Context: an optimization exercise on an open-source flow, tuned for small area. The choices shown serve that exercise and are no tape-out recipe. Function was checked by simulation only, so behaviour that the tests miss may differ from the original. Power and IR drop assume default switching activity.

## mmb4l_link
module mmb4l_link #(
  parameter integer W = 320,
  parameter integer H = 240,
  parameter [7:0] PREAMBLE_BYTE  = 8'hAA,
  parameter integer MAX_FRAME_LEN = 2990,
  parameter integer MIN_FRAME_LEN = 7
) (
  input  wire        clk,
  input  wire        rst,
  input  wire        in_valid,
  input  wire [7:0]  in_byte,
  input  wire        link_reset,
  output reg         pay_valid,
  output reg  [7:0]  pay_byte,
  output reg         frame_valid,
  output wire [7:0]  frame_cmd,
  output wire [11:0] frame_plen,
  output reg         drop_valid,
  output reg  [3:0]  drop_code,
  output reg         flush_valid,
  output wire [14:0] flush_x1,
  output wire [14:0] flush_y1,
  output wire [14:0] flush_x2,
  output wire [14:0] flush_y2
);
  function automatic [18:0] add18(input [17:0] a, input [17:0] b, input ci);
    integer i;
    reg c;
    begin
      c = ci;
      for (i = 0; i < 18; i = i + 1) begin
        add18[i] = a[i] ^ b[i] ^ c;
        c = (a[i] & b[i]) | (c & (a[i] ^ b[i]));
      end
      add18[18] = c;
    end
  endfunction
  reg  [2:0]  st;         
  reg  [11:0] idx;        
  reg  [11:0] plen;       
  reg  [7:0]  csum;
  reg  [2:0]  k;          
  reg  [15:0] lox, loy;   
  reg  [16:0] hix, hiy;   
  reg  [6:0]  s;          
  reg         hw;         
  reg         zf;         
  reg  [14:0] sub;        
  reg  [9:0]  m;          
  reg  [1:0]  m3;         
  reg  [14:0] budget;
  reg         over;       
  assign frame_cmd  = {1'b0, k, 1'b0, k};
  assign frame_plen = plen;
  wire is_fill = (k == 3'd1);
  wire is_draw = (k == 3'd2);
  wire is_blit = (k == 3'd3);
  wire is_scrl = (k == 3'd4);
  wire [7:0]  csum_next = csum ^ in_byte;
  wire        is_cmd = (in_byte == 8'h11) || (in_byte == 8'h22) || (in_byte == 8'h33) ||
                       (in_byte == 8'h44) || (in_byte == 8'h55);
  wire [15:0] L = {in_byte, plen[7:0]};
  ...
For scale: ~1500 cells after synthesis, ~110 I/O pins, roughly 12000 um^2 of cells after synthesis.
Settings: LEC_CHECK=0, CAP_MARGIN=20, CORE_MARGIN=2, CORE_UTILIZATION=40, CTS_BUF_LIST=sky130_fd_sc_hd__clkbuf_8, CTS_CLUSTER_DIAMETER=45, CTS_CLUSTER_SIZE=14, GPL_TIMING_DRIVEN=0, SLEW_MARGIN=20; clock period 18.0 ns.
standard.sh (not shown) runs the stock make flow with config.mk's settings and CLKGATE_MAP_FILE= SYNTH_SCRIPT=/design/flow/synth_recipe.tcl, a recipe that flattens the netlist after the stock synthesis.
==> flow/flow/run.sh <==
#!/bin/bash
# Layout flow: the standard synthesis, then the combinational logic of
# that netlist re-mapped by ABC for area (every register cell, its name and
# its type kept as synthesis made them), then the standard layout steps.
# Port buffers use the smallest buffer cell. Each tool's output goes to a
# log file of its own in this folder.
set -euo pipefail
export BUFFER_PORTS_ARGS="-buffer_cell sky130_fd_sc_hd__buf_1"
R=$PWD/orfs/results/$FLOW_PLATFORM/mmb4l_link/base
LIB=$FLOW_HOME/platforms/$FLOW_PLATFORM/lib/sky130_fd_sc_hd__tt_025C_1v80.lib
YOSYS=$FLOW_HOME/../tools/install/yosys/bin/yosys
[ -x "$YOSYS" ] || YOSYS=yosys

bash standard.sh synth > std_synth.log 2>&1
cp $R/1_2_yosys.v std_netlist.v
grep -oE 'sky130_fd_sc_hd__e?dfxtp_1 +[^ (]+' std_netlist.v | sort > regs_std.txt

# ABC scripts tried; the smallest result whose registers match is kept
I="topo; strash; dch; amap -F 5"
printf "strash; dc2; dch -f; amap -F 5; $I; $I\n" > reopt1.abc
printf "strash; dch; amap -F 10 -A 10; $I; $I\n" > reopt2.abc
printf "strash; ifraig; dc2; dch -f; amap -F 5; $I; $I\n" > reopt3.abc
printf "strash; dc2; dch -f; amap\n" > reopt4.abc
J="topo; strash; dch; amap -F 10 -A 10"
printf "strash; dch; amap -F 10 -A 10; $J; $J; $J; $J; $J\n" > reopt5.abc
best=""; best_area=""
for n in 1 2 3 4 5; do
  cat > reopt$n.ys <<EOS
read_liberty -ignore_miss_func $LIB
read_verilog std_netlist.v
hierarchy -top $FLOW_TOP
blackbox sky130_fd_sc_hd__dfxtp_1 sky130_fd_sc_hd__edfxtp_1 sky130_fd_sc_hd__conb_1
setattr -set keep 1 t:sky130_fd_sc_hd__dfxtp_1 t:sky130_fd_sc_hd__edfxtp_1
flatten
hierarchy -top $FLOW_TOP
opt -purge
abc -liberty $LIB -dont_use sky130_fd_sc_hd__lpflow_bleeder_1 -dont_use sky130_fd_sc_hd__lpflow_clkbufkapwr_1 -dont_use sky130_fd_sc_hd__lpflow_clkbufkapwr_16 -dont_use sky130_fd_sc_hd__lpflow_clkbufkapwr_2 -dont_use sky130_fd_sc_hd__lpflow_clkbufkapwr_4 -dont_use sky130_fd_sc_hd__lpflow_clkbufkapwr_8 -dont_use sky130_fd_sc_hd__lpflow_clkinvkapwr_1 -dont_use sky130_fd_sc_hd__lpflow_clkinvkapwr_16 -dont_use sky130_fd_sc_hd__lpflow_clkinvkapwr_2 -dont_use sky130_fd_sc_hd__lpflow_clkinvkapwr_4 -dont_use sky130_fd_sc_hd__lpflow_clkinvkapwr_8 -dont_use sky130_fd_sc_hd__lpflow_decapkapwr_12 -dont_use sky130_fd_sc_hd__lpflow_decapkapwr_3 -dont_use sky130_fd_sc_hd__lpflow_decapkapwr_4 -dont_use sky130_fd_sc_hd__lpflow_decapkapwr_6 -dont_use sky130_fd_sc_hd__lpflow_decapkapwr_8 -dont_use sky130_fd_sc_hd__lpflow_inputiso0n_1 -dont_use sky130_fd_sc_hd__lpflow_inputiso0p_1 -dont_use sky130_fd_sc_hd__lpflow_inputiso1n_1 -dont_use sky130_fd_sc_hd__lpflow_inputiso1p_1 -dont_use sky130_fd_sc_hd__lpflow_inputisolatch_1 -dont_use sky130_fd_sc_hd__lpflow_isobufsrc_1 -dont_use sky130_fd_sc_hd__lpflow_isobufsrc_16 -dont_use sky130_fd_sc_hd__lpflow_isobufsrc_2 -dont_use sky130_fd_sc_hd__lpflow_isobufsrc_4 -dont_use sky130_fd_sc_hd__lpflow_isobufsrc_8 -dont_use sky130_fd_sc_hd__lpflow_isobufsrckapwr_16 -dont_use sky130_fd_sc_hd__lpflow_lsbuf_lh_hl_isowell_tap_1 -dont_use sky130_fd_sc_hd__lpflow_lsbuf_lh_hl_isowell_tap_2 -dont_use sky130_fd_sc_hd__lpflow_lsbuf_lh_hl_isowell_tap_4 -dont_use sky130_fd_sc_hd__lpflow_lsbuf_lh_isowell_4 -dont_use sky130_fd_sc_hd__lpflow_lsbuf_lh_isowell_tap_1 -dont_use sky130_fd_sc_hd__lpflow_lsbuf_lh_isowell_tap_2 -dont_use sky130_fd_sc_hd__lpflow_lsbuf_lh_isowell_tap_4 -dont_use sky130_fd_sc_hd__probe_p_8 -dont_use sky130_fd_sc_hd__probec_p_8  -script reopt$n.abc
opt_clean -purge
tee -o reopt$n.stat stat -liberty $LIB
write_verilog -noattr -nohex -nodec reopt$n.v
EOS
  "$YOSYS" -l reopt$n.log -s reopt$n.ys > /dev/null 2>&1 || continue
  grep -oE 'sky130_fd_sc_hd__e?dfxtp_1 +[^ (]+' reopt$n.v | sort > regs_$n.txt
  cmp -s regs_std.txt regs_$n.txt || continue
  a=$(grep -oE "Chip area for module .*: [0-9.]+" reopt$n.stat | awk '{print $NF}' | head -1)
  [ -n "$a" ] || continue
  if [ -z "$best" ] || awk "BEGIN{exit !($a < $best_area)}"; then best=$n; best_area=$a; fi
done
echo "best: $best $best_area" > reopt_choice.log
if [ -n "$best" ] && [ -s regs_std.txt ]; then
  cp reopt$best.v $R/1_2_yosys.v
  touch $R/1_2_yosys.v
fi
bash standard.sh > std_layout.log 2>&1
Change:
--- a/flow/flow/run.sh
+++ b/flow/flow/run.sh
@@ -24,2 +23,0 @@
-J="topo; strash; dch; amap -F 10 -A 10"
-printf "strash; dch; amap -F 10 -A 10; $J; $J; $J; $J; $J\n" > reopt5.abc
@@ -27 +25 @@
-for n in 1 2 3 4 5; do
+for n in 1 2 3 4; do
Settings changed: CAP_MARGIN 20 to 5, CORE_UTILIZATION 40 to 45, SLEW_MARGIN 20 to 5.
=>
- The changed run completed with no timing, DRC or antenna violations
- die area shrinks by 11%
- cell count shrinks by 2.8%
- sequential cell count does not change
- power grows by 2.8%
- utilization grows by 5.1 points
- clock power grows by 7.8%
- final area shrinks by 0.55%
Change:
Settings changed: CAP_MARGIN 5 to 20, CORE_UTILIZATION 45 to 40, CTS_BUF_LIST sky130_fd_sc_hd__clkbuf_8 to sky130_fd_sc_hd__clkbuf_16, CTS_CLUSTER_DIAMETER 45 to 70, CTS_CLUSTER_SIZE 14 to 28, SLEW_MARGIN 5 to 20.
- The changed run produced a clean layout
- worst hold slack gets worse by 12 ps
- count of clock-buffer cells in the layout does not change
- synthesized cell count does not change
- maximum frequency goes up by 1.1%
- clock skew is lower by 11 ps
- combinational power is higher by about 1%
- setup slack improves by 160 ps
- synthesized area does not change
- cell count goes up by about 3%
- routed wire length rose by 1.0%
- non-clock buffer count came out higher by 7
Change:
Settings changed: CTS_BUF_LIST sky130_fd_sc_hd__clkbuf_16 to sky130_fd_sc_hd__clkbuf_8, CTS_CLUSTER_DIAMETER 70 to 45, CTS_CLUSTER_SIZE 28 to 14.
What happened: Setup slack gets better by 120 ps. Clock power fell by a quarter to a third. Die area is unchanged. Wire length is about the same. Power fell by roughly a tenth. Sequential share of layout area rose by 0.53 points. Core utilization fell by 0.67 points. Design area fell slightly.

==> separate check: timing with driven ports <==
Ports are ideal in the flow. The routed layouts listed here were re-timed in OpenROAD. Step 1 (the two cells are an assumption about what drives the block):
set clk [get_ports {clk}]
set_driving_cell -lib_cell sky130_fd_sc_hd__clkbuf_16 $clk
set_driving_cell -lib_cell sky130_fd_sc_hd__buf_2 [delete_from_list [all_inputs] $clk]
Step 2 adds t to the input delays and takes it off the output delays; t is the mean of the earliest and latest rising clock arrival at the registers after step 1. Input paths then give back, and output paths get back, about the clock's delay inside the block. a / b / c = no drivers / after step 1 / after step 2; a / b = the first two.
| run | t, ns | setup WS [ns] | worst hold slack (ns) | pins driven straight from the clock port |
|---|---|---|---|---|
| the first run | 0.522 | 4.294 / 4.304 / 3.782 | 0.520 / 0.520 / 0.520 | 1 |
| the second run | 0.527 | 4.018 / 4.030 / 3.503 | 0.524 / 0.524 / 0.524 | 1 |
| the third run | 0.503 | 4.173 / 4.184 / 3.681 | 0.513 / 0.513 / 0.513 | 1 |
| the fourth run | 0.522 | 4.294 / 4.304 / 3.782 | 0.520 / 0.520 / 0.520 | 1 |
After both steps every run listed still meets setup and hold. For the second run, which loses most, drivers alone change the setup slack by +0.012 ns; drivers and shift together by -0.515 ns.
